This is an optimization exercise on Yosys and OpenROAD, whose aim is small area, a short achievable clock period and few clock cycles, not a production implementation.
The RTL was checked by simulation tests, not by an equivalence proof against the original design.
Power and IR drop assume default switching activity.

== v6 ==
==> flow/design.v <==
module riw16_core (
    input  wire        clk,
    input  wire        rst,           
    output reg         mem_req,
    output reg         mem_we,
    output reg  [15:0] mem_addr,
    output reg  [15:0] mem_wdata,
    input  wire        mem_ready,
    input  wire [15:0] mem_rdata,
    input  wire        st_attached,
    input  wire        st_openable,
    input  wire        st_too_big,
    output reg         out_valid,
    output reg  [7:0]  out_byte,
    output reg         halted,
    output reg  [7:0]  status
);
    localparam OP_LOCT   = 4'h0;
    localparam OP_UOCT   = 4'h1;
    localparam OP_LOAD   = 4'h2;
    localparam OP_STORE  = 4'h3;
    localparam OP_ADD    = 4'h4;
    localparam OP_SUB    = 4'h5;
    localparam OP_AND    = 4'h6;
    localparam OP_OR     = 4'h7;
    localparam OP_XOR    = 4'h8;
    localparam OP_NOR    = 4'h9;
    localparam OP_SHIFT  = 4'hA;
    localparam OP_CMPA   = 4'hB;
    localparam OP_CMPS   = 4'hC;
    localparam OP_BRANCH = 4'hD;
    reg [15:0] pc;         
    reg [15:0] ir;         
    reg        iv;
    reg [15:0] opb;        
    reg [15:0] opc;        
    reg        m;          
    reg [15:0] ea;         
    reg [3:0]  wa;         
    reg        is_st;      
    reg [15:0] sdata;      
    reg        st255;      
    reg        st5;        
    reg        ubr;        
    wire [3:0] op   = ir[15:12];
    wire [3:0] fa   = ir[11:8];
    wire [3:0] fc   = ir[3:0];
    wire [7:0] imm8 = ir[7:0];
    wire       exec = iv && !m;
    reg         d_sub;                 
    wire        sub  = d_sub;
    wire [17:0] s2   = {1'b0, opb, 1'b1} + {1'b0, opc ^ {16{sub}}, sub};
    wire [16:0] s    = s2[17:1];
    wire [15:0] r    = s[15:0];
    wire [15:0] shin = opc[15] ? opb : {opb[0], opb[1], opb[2], opb[3], opb[4], opb[5], opb[6], opb[7],
                                        opb[8], opb[9], opb[10], opb[11], opb[12], opb[13], opb[14], opb[15]};
    wire [15:0] shl  = shin << opc[3:0];
    wire [15:0] shv  = opc[15] ? shl : {shl[0], shl[1], shl[2], shl[3], shl[4], shl[5], shl[6], shl[7],
                                        shl[8], shl[9], shl[10], shl[11], shl[12], shl[13], shl[14], shl[15]};
    wire [15:0] bx = opb ^ opc;
    wire [15:0] bo = opb | opc;
    wire z = sub ? (bx == 16'd0) : (bx == {bo[14:0], 1'b0});
    wire cy_add = s[16];
    wire cy_sub = s[16] ? (opc != 16'd0) : (opc[15] && (opb < {opc[14:0], 1'b0}));
    wire [3:0] fl = { sub ? cy_sub : cy_add,
                      (opb[15] == opc[15]) && (r[15] != opb[15]),
                      r[15],
                      z };
    reg [15:0] alu;
    always @(*) begin
        case (op)
            OP_ADD, OP_SUB:  alu = r;
            OP_AND:          alu = opb & opc;
            OP_XOR:          alu = bx;
            OP_SHIFT:        alu = shv;
            OP_OR, OP_NOR:   alu = bo;
            default:         alu = {r[15:4], fl};    
        endcase
    end
    wire [15:0] ex_val = { (op == OP_UOCT) ? imm8 : alu[15:8],
                           (op == OP_LOCT) ? imm8 : alu[7:0] };
    wire wr_hi = (op == OP_UOCT) || (op >= OP_ADD && op <= OP_SHIFT);
    wire wr_md = (op == OP_LOCT) || (op >= OP_ADD && op <= OP_SHIFT);
    wire wr_lo = (op == OP_LOCT) || (op >= OP_ADD && op <= OP_CMPS);
    wire is_ldst  = (op == OP_LOAD) || (op == OP_STORE);
    wire taken    = (op == OP_BRANCH) && ((opb[3:0] & fc) == fc);
    wire wr15_any = (fa == 4'd15) && (wr_lo || wr_hi);
    wire ex_wr    = exec && !halted && (fa != 4'd15);
    wire p_out  = (ea == 16'hFFFF);
    wire p_halt = (ea == 16'hFFFD);
    wire p_stor = (ea[15:3] == 13'h1FFF) && (ea[2:0] == 3'd2 || ea[2:0] == 3'd3 || ea[2:0] == 3'd4);
    wire lo7    = (sdata[15:7] == 9'd0);
    wire chr_del  = lo7 && (sdata[6:0] == 7'h7F);
    wire chr_pass = lo7 && (((sdata[6] || sdata[5]) && !chr_del) || (sdata[6:0] == 7'd10));
    reg [15:0] fbase;
    always @(*) begin
        fbase     = (exec && ubr) ? opc : pc;
        mem_req   = !halted;
        mem_we    = m && is_st;
        mem_wdata = sdata;
        mem_addr  = m ? ea : fbase;
    end
    wire [15:0] pc_inc = (m ? pc : fbase) + 16'd1;
    reg  [14:0] we_hi, we_md, we_lo;
    reg  [15:0] wd;
    wire [15:0] xv [0:15];
    genvar g;
    generate
        for (g = 0; g < 15; g = g + 1) begin : R
            reg [15:0] q;
            always @(posedge clk) begin
                if (we_hi[g]) q[15:8] <= wd[15:8];
                if (we_md[g]) q[7:4]  <= wd[7:4];
                if (we_lo[g]) q[3:0]  <= wd[3:0];
            end
            assign xv[g] = q;
        end
    endgenerate
    wire        f_br  = (mem_rdata[15:12] == OP_BRANCH);
    wire        i_br  = (ir[15:12] == OP_BRANCH);
    wire        st_rd = exec && (op == OP_STORE);
    wire [3:0]  fb_f  = mem_rdata[7:4];
    wire [3:0]  fc_f  = f_br ? mem_rdata[11:8] : mem_rdata[3:0];
    wire [3:0]  fb_i  = st_rd ? ir[11:8] : ir[7:4];
    wire [3:0]  fc_i  = i_br ? ir[11:8] : ir[3:0];
    wire        use_i = m || st_rd;
    wire [15:0] dfa   = 16'd1 << mem_rdata[11:8];
    wire [15:0] dfc   = 16'd1 << mem_rdata[3:0];
    wire [15:0] selb  = use_i ? (16'd1 << fb_i) : (16'd1 << fb_f);
    wire [15:0] selc  = m ? (16'd1 << fc_i) : ((dfa & {16{f_br}}) | (dfc & {16{!f_br}}));
    wire [3:0]  nb    = use_i ? fb_i : fb_f;
    wire [3:0]  nc    = m     ? fc_i : fc_f;
    wire [15:0] r15b  = st_rd ? pc : pc_inc;
    reg  [15:0] rb, rc;
    integer k;
    always @(*) begin
        rb = r15b & {16{selb[15]}};
        rc = pc_inc & {16{selc[15]}};
        for (k = 0; k < 15; k = k + 1) begin
            rb = rb | (xv[k] & {16{selb[k]}});
            rc = rc | (xv[k] & {16{selc[k]}});
        end
    end
    wire        ld_fw = m && !is_st;
    wire        fwb   = ld_fw ? (nb == wa) : (ex_wr && nb == fa);
    wire        fwc   = ld_fw ? (nc == wa) : (ex_wr && nc == fa);
    wire [2:0]  grp   = ld_fw ? 3'b111 : {wr_hi, wr_md, wr_lo};
    wire [15:0] fwv   = ld_fw ? mem_rdata : ex_val;
    wire [15:0] opb_n = { (fwb && grp[2]) ? fwv[15:8] : rb[15:8],
                          (fwb && grp[1]) ? fwv[7:4]  : rb[7:4],
                          (fwb && grp[0]) ? fwv[3:0]  : rb[3:0] };
    wire [15:0] opc_n = { (fwc && grp[2]) ? fwv[15:8] : rc[15:8],
                          (fwc && grp[1]) ? fwv[7:4]  : rc[7:4],
                          (fwc && grp[0]) ? fwv[3:0]  : rc[3:0] };
    reg [15:0] pc_n, ir_n, ea_n;
    reg        iv_n, m_n, is_st_n;
    reg [3:0]  wa_n;
    reg        halt_n, st255_n, st5_n, ov_n;
    reg [7:0]  ob_n;
    always @(*) begin
        pc_n = pc; ir_n = ir; iv_n = iv; m_n = m; ea_n = ea; wa_n = wa;
        is_st_n = is_st;
        halt_n = halted; st255_n = st255; st5_n = st5;
        ov_n = 1'b0;
        ob_n = p_stor ? 8'h07 : chr_del ? 8'h08 : sdata[7:0];
        we_hi = 15'd0; we_md = 15'd0; we_lo = 15'd0;
        wd = m ? mem_rdata : ex_val;
        if (halted) begin
        end else if (m) begin
            if (mem_ready) begin
                m_n = 1'b0;
                if (iv)
                    pc_n = pc_inc;       
                if (!is_st) begin
                    if (wa == 4'd15) begin
                        pc_n = mem_rdata;
                        iv_n = 1'b0;
                    end else begin
                        we_hi[wa] = 1'b1; we_md[wa] = 1'b1; we_lo[wa] = 1'b1;
                    end
                end else if (iv && ea == pc) begin
                    pc_n = pc;
                    iv_n = 1'b0;
                end
                if (p_halt) begin
                    halt_n = 1'b1; st255_n = 1'b1;
                end else if (p_stor) begin
                    if (!st_attached) begin
                        ov_n = 1'b1;
                    end else if (!st_openable) begin
                        halt_n = 1'b1;
                    end else if (st_too_big) begin
                        halt_n = 1'b1; st5_n = 1'b1;
                    end
                end else if (is_st && p_out) begin
                    if (chr_pass) begin
                        ov_n = 1'b1;
                    end else if (chr_del) begin
                        ov_n = 1'b1;
                    end
                end
            end
        end else if (!iv) begin
            if (mem_ready) begin
                ir_n = mem_rdata; iv_n = 1'b1; pc_n = pc_inc;
            end
        end else begin
            if (fa != 4'd15) begin
                we_hi[fa] = wr_hi; we_md[fa] = wr_md; we_lo[fa] = wr_lo;
            end
            if (is_ldst) begin
                m_n = 1'b1; ea_n = r; wa_n = fa; is_st_n = (op == OP_STORE);
                if (mem_ready) begin
                    ir_n = mem_rdata; iv_n = 1'b1;
                end else begin
                    iv_n = 1'b0;
                end
            end else if (taken && !ubr) begin
                pc_n = opc; iv_n = 1'b0;
            end else if (wr15_any) begin
                pc_n = { wr_hi ? ex_val[15:8] : pc[15:8],
                         wr_md ? ex_val[7:4]  : pc[7:4],
                         wr_lo ? ex_val[3:0]  : pc[3:0] };
                iv_n = 1'b0;
            end else if (mem_ready) begin
                ir_n = mem_rdata; iv_n = 1'b1; pc_n = pc_inc;
            end else begin
                iv_n = 1'b0; pc_n = fbase;
            end
        end
        if (rst) begin
            we_hi = {15{1'b1}}; we_md = {15{1'b1}}; we_lo = {15{1'b1}};
            wd = 16'd0;
        end
    end
    always @(*) begin
        status = st255 ? 8'd255 : halted ? (st5 ? 8'd5 : 8'd4) : 8'd0;
    end
    always @(posedge clk) begin
        if (rst) begin
            pc <= 16'd0; iv <= 1'b0; m <= 1'b0;
            halted <= 1'b0; st255 <= 1'b0; st5 <= 1'b0;
            out_valid <= 1'b0;
        end else begin
            pc <= pc_n; iv <= iv_n; m <= m_n;
            halted <= halt_n; st255 <= st255_n; st5 <= st5_n;
            out_valid <= ov_n;
        end
        out_byte <= ob_n;            
        ir <= ir_n; ea <= ea_n; wa <= wa_n; is_st <= is_st_n;
        opb <= opb_n;
        opc <= opc_n;
        if (!m)
            sdata <= rb;
        ubr <= (ir_n[15:12] == OP_BRANCH) && (ir_n[3:0] == 4'd0);
        d_sub <= (ir_n[15:12] == OP_SUB) || (ir_n[15:12] == OP_CMPS);
    end
endmodule
clock: 8.0 ns
lec_check: 0
cap_margin: 20
core_margin: 2
core_utilization: 40
setup_slack_margin: 4.2
slew_margin: 20
run.sh (not shown) runs the stock make flow with config.mk's settings and CLKGATE_MAP_FILE= SYNTH_SCRIPT=/design/flow/synth_recipe.tcl, a recipe that flattens the netlist after the stock synthesis.
Testbench counts of v6, summed over its fixed seeds: cycles 165,507.
Modified inputs, v7 compared to v6
--- a/flow/design.v
+++ b/flow/design.v
@@ -50,15 +50,11 @@
     reg         d_sub;                 
     wire        sub  = d_sub;
     wire [17:0] s2   = {1'b0, opb, 1'b1} + {1'b0, opc ^ {16{sub}}, sub};
     wire [16:0] s    = s2[17:1];
     wire [15:0] r    = s[15:0];
-    wire [15:0] shin = opc[15] ? opb : {opb[0], opb[1], opb[2], opb[3], opb[4], opb[5], opb[6], opb[7],
-                                        opb[8], opb[9], opb[10], opb[11], opb[12], opb[13], opb[14], opb[15]};
-    wire [15:0] shl  = shin << opc[3:0];
-    wire [15:0] shv  = opc[15] ? shl : {shl[0], shl[1], shl[2], shl[3], shl[4], shl[5], shl[6], shl[7],
-                                        shl[8], shl[9], shl[10], shl[11], shl[12], shl[13], shl[14], shl[15]};
+    wire [15:0] shv  = opc[15] ? (opb << opc[3:0]) : (opb >> opc[3:0]);
     wire [15:0] bx = opb ^ opc;
     wire [15:0] bo = opb | opc;
     wire z = sub ? (bx == 16'd0) : (bx == {bo[14:0], 1'b0});
     wire cy_add = s[16];
     wire cy_sub = s[16] ? (opc != 16'd0) : (opc[15] && (opb < {opc[14:0], 1'b0}));
Notes after the runs:
Relative to v6, the wire length measured on v7 has increased by a few percent.
Changes observed in v7 relative to v6: total power decreased by 0.90% relative to the old numbers; part of the Yosys area used for sequential elements lost 2.2 points; fraction of synthesized cell area in xor and xnor cells dropped 0.25 points; proportion of cell area occupied by registers moved down; total cell area at the placement stage now larger.
Comparing v7 with v6, the share of the synthesized area in compound gates (AO/OA/AOI/OAI) came out essentially unchanged.
Testbench counts of v7, summed over its fixed seeds: cycles 165,507.

[what the ideal ports hide]
No port has a modelled driver above. Below, the same layouts with a new extraction and two added sets of constraints. Step 1 (the two cells are an assumption about what drives the block):
set clk [get_ports {clk}]
set_driving_cell -lib_cell sky130_fd_sc_hd__clkbuf_16 $clk
set_driving_cell -lib_cell sky130_fd_sc_hd__buf_2 [delete_from_list [all_inputs] $clk]
Step 2 also shifts input and output timing later by t, the mid clock arrival at the registers, as if the neighbouring blocks saw the same clock. a / b / c = ideal / step 1 / step 2; a / b = the first two.
| run | t (ns) | setup WS [ns] | worst register clock-pin slew, ns |
|---|---|---|---|
| v6 | 0.641 | 4.048 / 4.044 / 3.546 | 0.07 / 0.07 |
| v7 | 0.641 | 4.136 / 4.112 / 3.581 | 0.07 / 0.07 |
After both steps every run listed still meets setup and hold. The setup slack of v7, which loses most, moves by -0.024 ns with the drivers and by -0.555 ns with both steps.
